This design comes from an exercise in tuning for small area, a short achievable clock period and few clock cycles per item on the open sky130 flow, not from production work. The RTL of this run was laid out without a check of its function.

==> flow/design.v <==
module cxu_hexw (
    input  wire         clk,
    input  wire         rst,         
    input  wire         cmd_valid,
    output wire         cmd_ready,
    input  wire [1:0]   layout,      
    input  wire [127:0] x,           
    input  wire         pv,          
    input  wire [31:0]  prec,        
    input  wire [63:0]  first,
    input  wire [63:0]  last,
    output reg          mem_we,
    output wire [63:0]  mem_addr,
    output wire [7:0]   mem_wdata,
    input  wire         mem_ack,
    output reg          done,
    output wire [3:0]   status,
    output reg  [63:0]  cursor
);
    localparam [1:0] S_IDLE = 2'd0;
    localparam [1:0] S_MEAS = 2'd1;      
    localparam [1:0] S_RND  = 2'd2;      
    localparam [1:0] S_EMIT = 2'd3;
    localparam [2:0] P_SIGN  = 3'd0;
    localparam [2:0] P_LEAD  = 3'd1;
    localparam [2:0] P_DOT   = 3'd2;
    localparam [2:0] P_FRAC  = 3'd3;
    localparam [2:0] P_P     = 3'd4;
    localparam [2:0] P_ESIGN = 3'd5;
    localparam [2:0] P_EXP   = 3'd6;
    reg [1:0]   st;
    reg [2:0]   pc;
    reg [127:0] xq;
    reg [1:0]   lq;
    reg         pvq;
    reg [31:0]  cq;          
    reg [63:0]  aq;          
    reg [1:0]   stq;
    reg [4:0]   jq;          
    reg         zf;          
    reg [4:0]   tq;          
    reg         up;          
    reg         rg;          
    reg         rupa;        
    reg [2:0]   kq;          
    reg [6:0]   wd;
    wire rdy = (st == S_IDLE);
    assign cmd_ready = rdy;
    assign mem_addr  = aq;
    assign mem_wdata = {1'b0, wd};
    assign status    = {2'b00, stq};
    reg         s, jb, sh;
    reg [4:0]   nn;
    reg [14:0]  ef;
    always @(*) begin
        case (lq)
            2'd0: begin s = xq[31];  ef = {7'd0, xq[30:23]}; jb = |xq[30:23];   sh = 1'b1; nn = 5'd6;  end
            2'd1: begin s = xq[63];  ef = {4'd0, xq[62:52]}; jb = |xq[62:52];   sh = 1'b0; nn = 5'd13; end
            2'd2: begin s = xq[79];  ef = xq[78:64];         jb = xq[63];       sh = 1'b1; nn = 5'd16; end
            default: begin s = xq[127]; ef = xq[126:112];    jb = |xq[126:112]; sh = 1'b0; nn = 5'd28; end
        endcase
    end
    wire [14:0] em = (ef == 15'd0) ? 15'd1 : ef;
    wire        etop = (lq == 2'd0) ? em[7] : (lq == 2'd1) ? em[10] : em[14];
    wire [13:0] lmask = (lq == 2'd0) ? 14'h007F : (lq == 2'd1) ? 14'h03FF : 14'h3FFF;
    wire [13:0] elow = em[13:0] & lmask;
    wire [13:0] ae = etop ? elow + 14'd1 : elow ^ lmask;
    wire        eneg = !etop && (ae != 14'd0);
    function [19:0] to_bcd;
        input [13:0] v;
        integer i;
        reg [19:0] b;
        begin
            b = 20'd0;
            for (i = 13; i >= 0; i = i - 1) begin
                if (b[3:0]   >= 4'd5) b[3:0]   = b[3:0]   + 4'd3;
                if (b[7:4]   >= 4'd5) b[7:4]   = b[7:4]   + 4'd3;
                if (b[11:8]  >= 4'd5) b[11:8]  = b[11:8]  + 4'd3;
                if (b[15:12] >= 4'd5) b[15:12] = b[15:12] + 4'd3;
                b = {b[18:0], v[i]};
            end
            to_bcd = b;
        end
    endfunction
    wire [19:0] bcd = to_bcd(ae);
    wire [2:0]  nd  = (ae >= 14'd10000) ? 3'd5 : (ae >= 14'd1000) ? 3'd4 :
                      (ae >= 14'd100)   ? 3'd3 : (ae >= 14'd10)   ? 3'd2 : 3'd1;
    reg  [3:0]  edig;
    always @(*) begin
        case (kq)
            3'd0: edig = bcd[3:0];
            3'd1: edig = bcd[7:4];
            3'd2: edig = bcd[11:8];
            3'd3: edig = bcd[15:12];
            default: edig = bcd[19:16];
        endcase
    end
    wire [111:0] mf = sh ? {xq[110:0], 1'b0} : xq[111:0];
    reg  [28:0]  nzv;        
    reg  [27:0]  isf;        
    integer      k;
    always @(*) begin
        for (k = 0; k < 28; k = k + 1) begin
            nzv[k] = (k >= nn) || (mf[4*k +: 4] != 4'd0);
            isf[k] = (mf[4*k +: 4] == 4'hF);
        end
        nzv[28] = 1'b1;
    end
    reg [4:0] tz;            
    always @(*) begin
        tz = 5'd28;
        for (k = 27; k >= 0; k = k - 1)
            if (nzv[k]) tz = k[4:0];
    end
    wire        lt   = pvq && (cq[31:5] == 27'd0) && (cq[4:0] < nn);
    wire [4:0]  dd   = nn - cq[4:0];          
    wire [31:0] nf   = pvq ? cq : {27'd0, nn - tz};
    wire        nfnz = pvq ? (cq != 32'd0) : (tz != nn);
    wire [33:0] len  = {33'd0, s} + 34'd3 + {31'd0, nd} + (nfnz ? {2'd0, nf} + 34'd1 : 34'd0);
    wire [63:0] span = cursor - aq;          
    wire        fit  = (span[63:34] != 30'd0) || (span[33:0] >= len);
    wire [4:0]  ridx = (st == S_MEAS) ? dd - 5'd1 : jq;
    wire [3:0]  qn   = mf[4*ridx +: 4];
    reg [4:0] tc;
    always @(*) begin
        tc = 5'd31;
        for (k = 27; k >= 0; k = k - 1)
            if (!isf[k] && k >= dd && k < nn) tc = k[4:0];
    end
    wire upc  = rupa || (rg && ((dd == nn) ? jb : qn[0]));
    wire cl   = (st == S_RND)  ? (upc && tc == 5'd31) :
                (st == S_EMIT) && up && tq == 5'd31;
    wire [1:0] lead = {1'b0, jb} + {1'b0, cl};
    wire [3:0] fdig = zf ? 4'd0 :
                      (up && jq < tq) ? 4'd0 :
                      (up && jq == tq) ? qn + 4'd1 : qn;
    function [6:0] hexd;
        input [3:0] v;
        hexd = (v < 4'd10) ? (7'h30 + {3'd0, v}) : (7'h57 + {3'd0, v});
    endfunction
    wire [6:0] byte0 = s ? 7'h2D : hexd({2'b00, lead});
    wire [63:0] anext = aq + 64'd1;
    always @(posedge clk) begin
        if (rdy) begin
            xq  <= x;
            lq  <= layout;
            pvq <= pv;
            cq  <= prec;
            aq  <= first;
        end
        if (rst) begin
            st     <= S_IDLE;
            mem_we <= 1'b0;
            done   <= 1'b0;
            stq    <= 2'd0;
            cursor <= 64'd0;
        end else begin
            done <= 1'b0;
            case (st)
                S_IDLE: begin
                    if (cmd_valid) begin
                        cursor <= last;
                        st     <= S_MEAS;
                    end
                end
                S_MEAS: begin
                    cq   <= nf;
                    zf   <= 1'b0;
                    up   <= 1'b0;
                    tq   <= 5'd31;
                    kq   <= nd - 3'd1;
                    rg   <= qn[3];
                    rupa <= qn[3] && ((qn[2:0] != 3'd0) || (tz < ridx));
                    if (!fit) begin
                        stq  <= 2'd2;
                        done <= 1'b1;
                        st   <= S_IDLE;
                    end else if (lt) begin
                        jq <= dd;
                        st <= S_RND;
                    end else begin
                        jq     <= nn - 5'd1;
                        mem_we <= 1'b1;
                        wd     <= byte0;
                        pc     <= s ? P_SIGN : P_LEAD;
                        st     <= S_EMIT;
                    end
                end
                S_RND: begin
                    up     <= upc;
                    tq     <= tc;
                    jq     <= nn - 5'd1;
                    mem_we <= 1'b1;
                    wd     <= byte0;
                    pc     <= s ? P_SIGN : P_LEAD;
                    st     <= S_EMIT;
                end
                default: begin   
                    if (mem_ack) begin
                        aq <= anext;
                        case (pc)
                            P_SIGN: begin
                                pc <= P_LEAD;
                                wd <= hexd({2'b00, lead});
                            end
                            P_LEAD: begin
                                if (cq != 32'd0) begin
                                    pc <= P_DOT;
                                    wd <= 7'h2E;
                                end else begin
                                    pc <= P_P;
                                    wd <= 7'h70;
                                end
                            end
                            P_DOT, P_FRAC: begin
                                if (pc == P_DOT || cq != 32'd0) begin
                                    pc <= P_FRAC;
                                    wd <= hexd(fdig);
                                    cq <= cq - 32'd1;
                                    jq <= jq - 5'd1;
                                    if (jq == 5'd0) zf <= 1'b1;
                                end else begin
                                    pc <= P_P;
                                    wd <= 7'h70;
                                end
                            end
                            P_P: begin
                                pc <= P_ESIGN;
                                wd <= eneg ? 7'h2D : 7'h2B;
                            end
                            default: begin   
                                if (pc == P_EXP && kq == 3'd7) begin
                                    mem_we <= 1'b0;
                                    done   <= 1'b1;
                                    stq    <= 2'd1;
                                    cursor <= anext;
                                    st     <= S_IDLE;
                                end else begin
                                    pc <= P_EXP;
                                    wd <= 7'h30 + {3'd0, edig};
                                    kq <= kq - 3'd1;
                                end
                            end
                        endcase
                    end
                end
            endcase
        end
    end
endmodule
==> flow/run.sh <==
#!/bin/bash
# synth_recipe.tcl (not shown) runs the flow's synth.tcl, then flattens the netlist and writes it again
# the make line also repeats each setting of config.mk as NAME=value (left out here)
make -C /OpenROAD-flow-scripts/flow DESIGN_CONFIG=/design/flow/config.mk WORK_HOME=/design/flow/orfs CLKGATE_MAP_FILE= SYNTH_SCRIPT=/design/flow/synth_recipe.tcl finish
==> flow/config.mk <==
export PLATFORM = sky130hd
export DESIGN_NAME = cxu_hexw
export DESIGN_NICKNAME = cxu_hexw
export VERILOG_FILES = /design/flow/design.v
export SDC_FILE = /design/flow/constraint.sdc
export NUM_CORES = 4
export LEC_CHECK = 0
export CAP_MARGIN = 20
export CORE_MARGIN = 2
export CORE_UTILIZATION = 40
export SLEW_MARGIN = 20
==> flow/constraint.sdc <==
create_clock -name core_clock -period 40.0 [get_ports {clk}]
set_input_delay 8.0000 -clock core_clock [delete_from_list [all_inputs] [get_ports {clk}]]
set_output_delay 8.0000 -clock core_clock [all_outputs]
set_load 0.01 [all_outputs]
==> summary.txt <==
Clocking
  – Clock root buffer: clkbuf_16
  – Post-CTS Hold Buffers: 0
  – # resized after CTS: 0
  – # H-tree levels: 2
  – Clock-pin slew on the worst setup and hold paths: 0.06 ns
  – Post-CTS Setup Inserts: 0
  – Clk sink count: 324
  – Clk latency of the worst-skew pair: 0.58 ns
  – Max Root-Sink Buffers: 3
  – CTS tree: yes
  – CTS buffer count: 41

Worst setup path
  – CP max-delay cell: buf_4
  – Setup CP Type: register to register
  – Required time worst endpoint: 40.29 ns
  – Crit-path max FO: 69
  – WP data arrival: 14.12 ns
  – Startpoint types: register
  – Delay of the slowest critical-path stage: 0.82 ns
  – Most frequent cell on the critical path: ha_1
  – Crit end category: register

GRT
  – GRT overflow: 0
  – Vias in the first global route: 27800
  – GRT Overall Usage: 27.2%
  – Antenna violations before repair: 5
  – First-pass GRT wire length: 168 mm
  – Largest net degree at the start of global routing: 159

STA
  – F_max: 0.0723 GHz
  – Finish-stage setup viols: 0
  – Worst-margin pin slew: 1.14 ns
  – RSZ-0062 raised after global routing: no
  – Final hold slack: 0.481 ns
  – Period minus WS final: 13.83 ns
  – Slew HR: 23.9%
  – Sum Neg Setup Slack: 0 ns
  – Layout Skew: 0.0339 ns
  – Period utilization: 34.6%
  – Final max-slew violation count: 0
  – Final Hold Violating Endpoints: 0

Floorplan
  – Starting density of the core: 40.4%
  – DIE AREA: 77500 um2
  – Chip height: 278 um
  – I/O pin count: 438
  – Core Box Area: 74400 um2
  – # rows: 100
  – Die Wd: 278 um

Finish
  – Share of layout cells above drive strength 1: 6.57%
  – Finished Core Util: 49.0%
  – Area growth from synthesis to layout: 21.3%
  – Final Net Count: 4569

Logic synthesis
  – Top cells by area, synth: edfxtp_1 16%, dfxtp_1 11%, ha_1 7.4%
  – Mapped Cells: 3782
  – Most frequent cell after synthesis: nor2_1
  – Ys async rst share: 0%
  – Post-synth top area cell: edfxtp_1
  – Mean post-synth cell area: 7.96 um2
  – EDFF count, synth: 158
  – Most frequent cells after synthesis: 466 x nor2_1, 351 x nand2_1, 298 x a21oi_1
  – Distinct cells, synth: 119
  – Mapped cell area: 30100 um2
  – Synth Warn #: 1
  – #FFs+latches synth: 324
  – Post-synthesis sequential area ratio: 26.8%
  – Main synth FF type: dfxtp_1
  – Yosys top cell area share: 15.8%

Route
  – Vias per inst: 5.91
  – DR WL/cell: 21.6 um
  – Total Wirelength: 110 mm
  – Vias after detailed routing: 30100
  – Iteration-0 DRC Markers: 3038
  – Drt drc: 0
  – Pre-Repair DR Iteration Count: 6
  – Routed Antenna Nets: 0

Placement
  – GP Congestion: 0.975
  – Hpwl dp: 85.0 mm
  – Port Buffers: 434

Outcome
  – Status: no timing/DRC/antenna violations

Run
  – Max_cap viols: 0

Hold path
  – HP Class: register to register
## final cells by class
type	instances	area, um2
Fill cell	7219	37900
Multi-Input combinational cell	3056	20500
Sequential cell	324	8070
Timing Repair Buffer	465	4610
Tap cell	969	1210
Clock buffer	56	1160
Inverter	204	766
Clock inverter	19	149
Antenna cell	4	10.0
## metal layers
| metal | global-route usage (%) | vias up | share of wire, % |
|---|---|---|---|
| met1 | 36.6 | 14300 | 44 |
| li1 | - | 14500 | - |
| met4 | 8.72 | 2 | 3.2 |
| met2 | 45.3 | 1167 | 46 |
| met5 | 0 | - | 0.012 |
| met3 | 3.63 | 192 | 6.6 |
## state kept, by name, summed over array words and instances, names as in the netlist
register and count:
aq 64, cq 32, cursor 64, done 1, jq 5, kq 3, lq 2, mem_we 1
pc 3, pvq 1, rg 1, rupa 1, st 2, stq 2, tq 5, up 1
wd 7, xq 128, zf 1
## cells in the final DEF (no fill, tap or decap), drive strengths merged, types with 47 or more instances in the layout
cell | netlist | layout
a21oi | 300 | 300
and3 | 47 | 47
clkbuf | 162 | 56
clkdlybuf4s50 | 0 | 433
dfxtp | 166 | 166
edfxtp | 158 | 158
ha | 178 | 178
inv | 199 | 204
mux2i | 129 | 129
nand2 | 352 | 352
nand3 | 102 | 102
nand4 | 48 | 48
nor2 | 468 | 468
nor2b | 66 | 66
nor3 | 141 | 141
nor4 | 48 | 48
o21ai | 238 | 238
xnor2 | 176 | 176
xor2 | 55 | 55
## cell families after synthesis
kind of cell,Yosys count,share of synthesized area [%]
buffers and inverters,405,5.24
adders and majority gates,183,7.70
other,2,0.0250
AOI/OAI and AO/OA,1004,21.9
and+or+nand+nor,1425,22.3
DFF,324,26.8
xor gates and xnor gates,233,7.00
muxes,206,9.10
## metrics by stage
step	worst slack [ns]	cell area, um2	instances
global route	24.97	36500	5096
CTS	26.30	36500	5092
global placement	26.56	35200	5017
detailed placement	26.37	35200	5017
finish	26.17	36500	5097
floorplan	27.73	30100	3785
## worst paths after layout
check	slack, ns	depth (start not counted)	end	start
max	26.17	57	wd[1]$_DFFE_PP_	lq[0]$_DFFE_PP_
min	0.48	2	stq[1]$_SDFFE_PP0P_	stq[1]$_SDFFE_PP0P_
min reg2reg	0.48	2	stq[1]$_SDFFE_PP0P_	stq[1]$_SDFFE_PP0P_
max reg2reg	26.17	57	wd[1]$_DFFE_PP_	lq[0]$_DFFE_PP_
## critical path, delay by kind of cell, from the launching register on
family | cells | cell delay, ns
flops | 1 | 0.32
xor+xnor | 5 | 2.14
simple gates | 15 | 2.61
compound gates | 17 | 4.18
mux | 2 | 0.49
buf+inv | 10 | 2.08
fa+ha+maj | 8 | 1.60

-- re-timing with driven ports --
How much do the figures lean on ideal ports? The routed layout below was timed once more, with nothing changed but the port constraints.
Step 1 assumes that a clkbuf_16 drives the clock port and a buf_2 every other input.
Step 2 times the ports against the registers' clock, not the clock port: input delays grow and output delays shrink by t, the midpoint of the rising clock arrivals with the driver on.
Slacks: ideal / step 1 / step 2; pairs: ideal / step 1.
t, ns: 0.631
setup WS [ns]: 26.169 / 26.169 / 26.169
worst setup path at the end: register to register
worst data-port slew with drivers (ns): 0.12
After both steps setup and hold are still met in this run. The setup slack of this run moves by 0.000 ns with the drivers and by 0.000 ns with both steps.
